From an optimization exercise on the open Yosys and OpenROAD flow, aimed at small area; shortcuts taken in it are not production practice. Function was checked by simulation only, so behaviour that the tests miss may differ from the original. No driver is modelled on the clock port, so clocking that relies on it looks cheaper here than on a real chip. No activity file was given, so power comes from the tool's default toggle rates.

==> design.v <==
module ws_frame_demux (
    input  wire        clk,
    input  wire        rst,
    input  wire        in_valid,
    input  wire [7:0]  in_data,
    input  wire        in_last,
    output wire        wr_valid,
    output wire [2:0]  wr_chan,
    output reg  [9:0]  wr_addr,
    output wire [23:0] wr_data,
    output wire        fr_valid,
    output wire [13:0] fr_len,
    output wire [12:0] fr_npairs,
    output wire        fr_term,
    output wire [13:0] fr_offset,
    output wire [11:0] fr_total,
    output wire [3:0]  fr_nchan
);
    localparam MESSAGE_SIZE = 9000;
    reg [13:0] bcnt;      
    reg        ended;     
    reg        term;      
    reg [12:0] hold;      
    reg [7:0]  r_q, g_q, b_q;   
    reg [1:0]  ph;        
    reg [11:0] q;         
    reg [11:0] len0, len1, len2, len3, len4, len5;
    reg        nz6;
    reg [2:0]  ch;        
    reg [1:0]  slot_hi;   
    reg        wv;
    wire full = bcnt[13] && bcnt[9] && bcnt[8] && bcnt[5] && bcnt[3];
    wire take = in_valid && (ended || !full);
    wire pair = take && !ended && !term && bcnt[0];
    wire isff = (r_q == 8'hFF) || (in_data == 8'hFF);
    wire lpair = pair && !isff;
    wire tpair = pair && isff;
    wire        big  = |in_data[7:4];
    wire [3:0]  lhi  = {in_data[3:2] | {2{big}}, in_data[1:0]};
    wire lidx_ok = bcnt[13:4] == 10'd0;
    wire pix = take && !ended && term && ph[1];
    wire clr = rst || ended;
    wire [11:0] s1 = {slot_hi, wr_addr} + 12'd1;
    reg  [11:0] lsel;
    always @(*) begin
        case (ch)
            3'd0: lsel = len0;
            3'd1: lsel = len1;
            3'd2: lsel = len2;
            3'd3: lsel = len3;
            3'd4: lsel = len4;
            default: lsel = len5;
        endcase
    end
    wire       many = |hold[12:3];
    wire [6:0] vld;
    assign vld[0] = many || hold[2:0] > 3'd0;
    assign vld[1] = many || hold[2:0] > 3'd1;
    assign vld[2] = many || hold[2:0] > 3'd2;
    assign vld[3] = many || hold[2:0] > 3'd3;
    assign vld[4] = many || hold[2:0] > 3'd4;
    assign vld[5] = many || hold[2:0] > 3'd5;
    assign vld[6] = many || hold[2:0] > 3'd6;
    wire [6:0] nz = {nz6, |len5, |len4, |len3, |len2, |len1, 1'b0};
    wire cur = (ch != 3'd0 || vld[0]) && !(ch[2] && ch[1]) && s1 != lsel;
    reg  [6:0] nxt;
    integer k;
    always @(*) begin
        for (k = 0; k < 7; k = k + 1)
            nxt[k] = (k > ch) && vld[k] && nz[k];
    end
    reg [2:0] nch;
    always @(*) begin
        nch = 3'd6;
        for (k = 5; k >= 1; k = k - 1)
            if (nxt[k]) nch = k[2:0];
    end
    reg capok;
    always @(*) begin
        case (ch)
            3'd0: capok = s1 < 12'd1024;
            3'd1: capok = s1 < 12'd600;
            3'd2: capok = s1 < 12'd300;
            3'd3: capok = s1 < 12'd150;
            3'd4: capok = s1 < 12'd60;
            default: capok = s1 < 12'd16;
        endcase
    end
    wire any = cur || (|nxt);
    always @(posedge clk) begin
        wv    <= !rst && pix && (cur ? capok : |nxt);
        ended <= !rst && in_valid && in_last;
        if (rst)
            bcnt <= 14'd0;
        else if (take)
            bcnt <= (ended ? 14'd0 : bcnt) + 14'd1;
        else if (ended)
            bcnt <= 14'd0;
        if (clr) begin
            term <= 1'b0;
            ph   <= 2'd0;
            q    <= 12'd0;
            ch   <= 3'd0;
            {slot_hi, wr_addr} <= 12'hFFF;
        end else begin
            if (tpair) begin
                term <= 1'b1;
                hold <= bcnt[13:1];
            end
            if (take && term) begin
                ph <= {ph[0], !ph[1] && !ph[0]};
                if (ph[1]) q <= q + 12'd1;
            end
            if (pix && any) begin
                ch   <= cur ? ch : nch;
                {slot_hi, wr_addr} <= cur ? s1 : 12'd0;
            end
        end
        if (rst || (take && (!term || ended || !ph[1] && !ph[0]))) r_q <= rst ? 8'd0 : in_data;
        if (rst || (take && !ended && term && ph[0])) g_q <= rst ? 8'd0 : in_data;
        b_q <= in_data;
        if (lpair && lidx_ok) begin
            case (bcnt[3:1])
                3'd0: len0 <= {lhi, r_q};
                3'd1: len1 <= {lhi, r_q};
                3'd2: len2 <= {lhi, r_q};
                3'd3: len3 <= {lhi, r_q};
                3'd4: len4 <= {lhi, r_q};
                3'd5: len5 <= {lhi, r_q};
                3'd6: nz6  <= |{lhi, r_q};
                default: ;
            endcase
        end
    end
    wire [12:0] np = term ? hold : bcnt[13:1];
    assign wr_valid  = wv;
    assign wr_chan   = ch;
    assign wr_data   = {r_q, g_q, b_q};
    assign fr_valid  = ended && |bcnt[13:2];
    assign fr_len    = bcnt;
    assign fr_npairs = np;
    assign fr_term   = term;
    assign fr_offset = {np + {12'd0, term}, 1'b0};
    assign fr_total  = q;
    assign fr_nchan  = (|np[12:3]) ? 4'd8 : {1'b0, np[2:0]};
endmodule
==> flow/run.sh <==
#!/bin/bash
# Layout flow: the standard ORFS flow with three changes
#  * synthesis is ORFS's own synthesis script, only with an area-oriented
#    ABC mapping script (flow/abc_area.script) in place of the speed one;
#  * port buffers are the smallest buffer cell (buf_1);
#  * clock tree synthesis options come from flow/cts.env, and flow/post_cts.tcl
#    upsizes the leaf clock buffers that drive many flip-flops.
# Every tool's output goes to a log file in this folder and ORFS's own logs.
set -euo pipefail
F=$(cd "$(dirname "${BASH_SOURCE[0]}")" && pwd)
W=$PWD
S=$W/mysynth
mkdir -p "$S"
# ORFS synthesis with the ABC script swapped; everything else unchanged
sed -e "s|set abc_script \$::env(SCRIPTS_DIR)/abc_speed.script|set abc_script $F/abc_area.script|" \
    "$FLOW_HOME/scripts/synth_preamble.tcl" > "$S/synth_preamble.tcl"
sed -e "s|source \$::env(SCRIPTS_DIR)/synth_preamble.tcl|source $S/synth_preamble.tcl|" \
    "$FLOW_HOME/scripts/synth.tcl" > "$S/synth.tcl"
sed -e "s|source \$::env(SCRIPTS_DIR)/synth.tcl|source $S/synth.tcl|" \
    synth_recipe.tcl > "$S/synth_recipe.tcl"
grep -q "$F/abc_area.script" "$S/synth_preamble.tcl"
grep -q "$S/synth_preamble.tcl" "$S/synth.tcl"
grep -q "$S/synth.tcl" "$S/synth_recipe.tcl"
source "$F/cts.env"
bash standard.sh SYNTH_SCRIPT="$S/synth_recipe.tcl" \
    BUFFER_PORTS_ARGS="-buffer_cell sky130_fd_sc_hd__buf_1" \
    CTS_ARGS="$CTS_ARGS" POST_CTS_TCL="$F/post_cts.tcl" finish > standard.log 2>&1
==> flow/abc_area.script <==
strash
dch -f
amap
strash
dch -f
amap
==> flow/cts.env <==
CTS_ARGS="-sink_clustering_enable -repair_clock_nets -buf_list sky130_fd_sc_hd__clkbuf_4 -root_buf sky130_fd_sc_hd__clkbuf_8 -dont_use_dummy_load"
==> flow/post_cts.tcl <==
# Sourced by ORFS's cts.tcl after clock tree synthesis (POST_CTS_TCL).
# The tree is built from small clock buffers; a leaf buffer that drives
# many flip-flops is swapped for the next size up, so every flip-flop
# clock pin keeps a sharp edge.
set big_fanout 12
set swapped 0
foreach inst [[ord::get_db_block] getInsts] {
  if {[[$inst getMaster] getName] ne "sky130_fd_sc_hd__clkbuf_4"} { continue }
  foreach it [$inst getITerms] {
    if {[$it getIoType] ne "OUTPUT"} { continue }
    set net [$it getNet]
    if {$net eq "NULL"} { continue }
    set fanout [expr {[llength [$net getITerms]] - 1}]
    if {$fanout >= $big_fanout} {
      puts "post_cts: [$inst getName] drives $fanout pins, using clkbuf_8"
      replace_cell [get_cells [$inst getName]] sky130_fd_sc_hd__clkbuf_8
      incr swapped
    }
  }
}
puts "post_cts: swapped $swapped clock buffers"
if {$swapped > 0} {
  detailed_placement
  check_placement -verbose
  estimate_parasitics -placement
}
==> standard.sh <==
#!/bin/bash
# synth_recipe.tcl (not shown) runs the flow's synth.tcl, then flattens the netlist and writes it again
# the make line also repeats each setting of config.mk as NAME=value (left out here)
make -C /OpenROAD-flow-scripts/flow DESIGN_CONFIG=/design/flow/config.mk WORK_HOME=/design/flow/orfs CLKGATE_MAP_FILE= SYNTH_SCRIPT=/design/flow/synth_recipe.tcl "${@:-finish}"
==> config.mk <==
export PLATFORM = sky130hd
export DESIGN_NAME = ws_frame_demux
export DESIGN_NICKNAME = ws_frame_demux
export VERILOG_FILES = /design/flow/design.v
export SDC_FILE = /design/flow/constraint.sdc
export NUM_CORES = 4
export LEC_CHECK = 0
export CAP_MARGIN = 0
export CORE_MARGIN = 2
export CORE_UTILIZATION = 70
export GPL_TIMING_DRIVEN = 0
export SLEW_MARGIN = 0
==> constraint.sdc <==
create_clock -name core_clock -period 10.0 [get_ports {clk}]
set_input_delay 2.0000 -clock core_clock [delete_from_list [all_inputs] [get_ports {clk}]]
set_output_delay 2.0000 -clock core_clock [all_outputs]
set_load 0.01 [all_outputs]
==> notes.md <==
==> per-stage QoR <==
stage | setup slack (ns) | hold WS, ns | power (W) | cells | utilization
5_1_grt | 3.075 | 0.5174 | 0.001056 | 882 | 0.8074
6_report | 3.527 | 0.4890 | 0.001027 | 882 | 0.8074
3_3_place_gp | 3.641 | 0.4568 | 0.0007541 | 861 | 0.7814
3_5_place_dp | 4.063 | 0.4707 | 0.0007577 | 865 | 0.7896
2_1_floorplan | 4.676 | 0.4495 | 0.0007366 | 625 | -
==> cells by family after synthesis <==
| group | Yosys count |
|---|---|
| AO/OA/AOI/OAI | 157 |
| AND/OR/NAND/NOR | 228 |
| flip-flops | 156 |
| adder cells (fa/ha/maj) | 4 |
| other | 1 |
| buffers and inverters | 79 |
==> metal layers <==
metal  vias to the layer above  GRT usage  share of wire
li1                       2633          -              -
met1                      2610     0.4147           0.40
met2                       313     0.5091           0.48
met3                        49    0.07384          0.091
met4                         0     0.1279          0.030
met5                         -          0              0
==> power groups by stage <==
stage	logic [W]	registers, W	clock network (W)
floorplan	0.0000160	0.000721	0
global placement	0.0000341	0.000720	0
detailed placement	0.0000368	0.000721	0
global route	0.0000409	0.000708	0.000308
finish	0.0000371	0.000707	0.000284
==> final cells by class <==
cell class | count | area [µm²] | area share
Buffer | 1 | 7.507 | 0.001006
Clock buffer | 17 | 165.2 | 0.02214
Inverter | 78 | 292.8 | 0.03924
Multi-Input combinational cell | 390 | 2260 | 0.3029
Sequential cell | 156 | 4144 | 0.5554
Tap cell | 129 | 161.4 | 0.02163
Timing Repair Buffer | 111 | 430.4 | 0.05769
==> state kept, by name, summed over array words and instances (netlist names) <==
| register | cells |
|---|---|
| bcnt | 14 |
| hold | 13 |
| len0 | 12 |
| len1 | 12 |
| len2 | 12 |
| len3 | 12 |
| len4 | 12 |
| len5 | 12 |
| q | 12 |
| wr_addr | 10 |
| b_q | 8 |
| g_q | 8 |
| r_q | 8 |
| ch | 3 |
| ph | 2 |
| slot_hi | 2 |
| ended | 1 |
| nz6 | 1 |
| term | 1 |
| wv | 1 |
==> cells in the final DEF (no fill, tap or decap), drive strengths merged, types with 3 or more instances in the layout <==
cell type,instances
o31ai,3
or4,11
nand2,40
nor4,14
a22oi,18
a222oi,6
edfxtp,102
a31oi,3
or2,5
o22ai,22
nand3,8
or3,3
clkinv,78
o221ai,12
a311oi,3
nor2,84
buf,112
and3,6
clkbuf,17
dfxtp,54
a21oi,28
a211oi,7
nor2b,8
a221oi,7
nand4,9
o21a,9
a2111oi,4
ha,4
nor3,36
o21ai,24
and2,3
==> worst reg2reg max path, delay by kind of cell (launching register included) <==
kind	cells	cell delay, ns
AOI/OAI and AO/OA	6	1.66
buffers and inverters	2	0.37
DFF	1	0.49
and+or+nand+nor	9	2.75
==> path summary, 6_finish.rpt <==
check	slack, ns	startpoint	to
setup / recovery	3.53	term	fr_offset[13]
hold reg to reg	0.49	q[11]	q[11]
hold / removal	0.49	q[11]	q[11]
setup reg to reg	4.61	ch[2]	ch[0]
==> synth_stat cells (3+ instances only) <==
library cell	count	area, µm²
nor2b_1	8	50.05
a22oi_1	18	135.1
nor3_1	36	180.2
nand4_1	9	56.30
nor2_1	84	315.3
a311oi_1	3	26.28
edfxtp_1	102	3063
a21oi_1	28	140.1
o21a_1	9	67.56
o221ai_1	12	105.1
dfxtp_1	54	1081
nand2_1	40	150.1
nand3_1	8	40.04
a211oi_1	7	52.55
a31oi_1	3	18.77
a221oi_1	7	61.31
or4_1	11	82.58
and3_1	6	37.54
nor4_1	14	87.58
and2_0	3	18.77
or3_1	3	18.77
o31ai_1	3	22.52
o22ai_1	22	137.6
ha_1	4	50.05
a222oi_1	6	60.06
or2_0	5	31.28
o21ai_0	24	120.1
a2111oi_0	4	35.03
clkinv_1	78	292.8
==> reports/summary.txt <==
Fin crit period: 6.473 ns
Initial DRC Count: 550
Max-Cap Viols: 0
Clk slew on worst S/H paths: 0.10 ns
Synth Area in Compound Gates: 0.1626
Setup TNS: 0 ns
Most frequent CP cell: clkinv_1
Final period utilization: 0.6473
CTS tree: built
Clock skew: 0.03178 ns
Post-synthesis instance total: 625
Setup crit end kind: output pin
Final setup violating endpoints: 0
Via density: 6.355
Area post-placement: 7296 µm²
Largest net degree at the start of global routing: 24
Slew @ Worst Pin: 1.188 ns
CP Max Fanout: 20
Fin area: 7461 µm²
Grt total ovfl: 0
Clock Latency Late Sink: 0.42 ns
Peak VDD IR: 0.1310 mV
Worst Path Arrival: 4.47 ns
Ys async rst share: 0
Net Sw Frac: 0.2107
Cell Area, Synth: 6658 µm²
Post-Route WL: 15720 µm
Critical Path Source Type: flip-flop
Power Density: 137.7 nW/µm²
Avg Cell Area, Syn: 10.65 µm²
Nets@finish: 771
Drt drc: 0
Vias in the first global route: 5088
Max-slew violation count: 0
Global Route Usage Sum: 0.3149
Sink Count: 156
Worst path max stage delay: 0.67 ns
Full die area: 10310 µm²
Antenna-violating nets left: 0
Diode count: 0
Port bufs: 107
Clock power share: 0.276
Top delay family on crit path: buffers and inverters
Fill cells: 571
Cell count of the worst hold path: 1
Area Overhead vs Synth: 12.07%
Core area: 9240 µm²
Post-synthesis xor/xnor area fraction: 0
Synth Register Bits: 156
1st-pass router iterations: 6
Instance count on the critical path: 16
Sequential power share: 0.688
Hold Path Class: flip-flop to flip-flop
Adder-Cell Fraction of Synth Area: 0.007517
Comb power frac: 0.036
Synthesized Nets: 641
Std-Cell Rows: 35
Starting density of the core: 0.7205
Final HPWL DP: 11810 µm
Run status: complete, no violations
Leak: 2.407 nW
Largest family of logic cells by synthesized area: compound AO/OA/AOI/OAI gates
Layout cell share with drive strength beyond 1: 0.04117
Via count: 5605
Most used DFF post-synth: edfxtp_1
FF-to-FF path depth: 17
Post-Synth Simple-Gate Area: 0.1618
Cell internal pwr: 0.0008108 W
Crit-path cells: clkinv_1 > o22ai_1 > ha_1 > clkinv_1 > nor3_1 > clkinv_1 > nor3_1 > clkinv_1 > nor3_1 > clkinv_1 > nor3_1 > nand2_1 > nor2_1 > nor2_1 > a21oi_1 > buf_1
RD Place Congestion: 0.9715
Post-synthesis mux area share: 0
Chip Height: 101.5 µm
Sw Pwr: 0.0002164 W
Synthesis warning total: 1
F_max: 0.1545 GHz
Chip width: 101.5 µm
Number of I/O pins: 109
EDFF count, synth: 102
Max transition margin: 0.1998
Initial antenna violation count: 0
Critical Path RT: 8.00 ns
Critical-path top delay cell: dfxtp_1
WS Path Type: flip-flop to output pin
Final Hold Viols: 0
Unique cell type count in the Yosys netlist: 40
RSZ-0062 raised after global routing: false
Post-detailed-route wirelength per cell: 17.83 µm
Worst Path Buf+Inv: 6
Post-synthesis sequential area ratio: 0.6224
First-pass GRT wire length: 24680 µm

port drivers added, routing unchanged:
In the flow no input, the clock included, has a driving cell. The finished layout below was timed again as built, in two steps.
Step 1 sets driving cells, clkbuf_16 on the clock port and buf_2 on the other inputs (assumed; they add their load-dependent delay and slew).
Step 2 times the ports against the registers' clock, not the clock port: input delays grow and output delays shrink by t, the midpoint of the rising clock arrivals with the driver on.
a / b / c = ideal ports / drivers / drivers and shift; a / b = the first two.
t (ns): 0.444
setup WS [ns]: 3.527 / 3.491 / 3.935
worst setup path at the end: register to output
worst register clock-pin slew, ns: 0.10 / 0.10
worst data-port slew with drivers (ns): 0.03
After both steps this run still meets setup and hold. For this run, drivers alone change the setup slack by -0.036 ns; drivers and shift together by +0.408 ns.
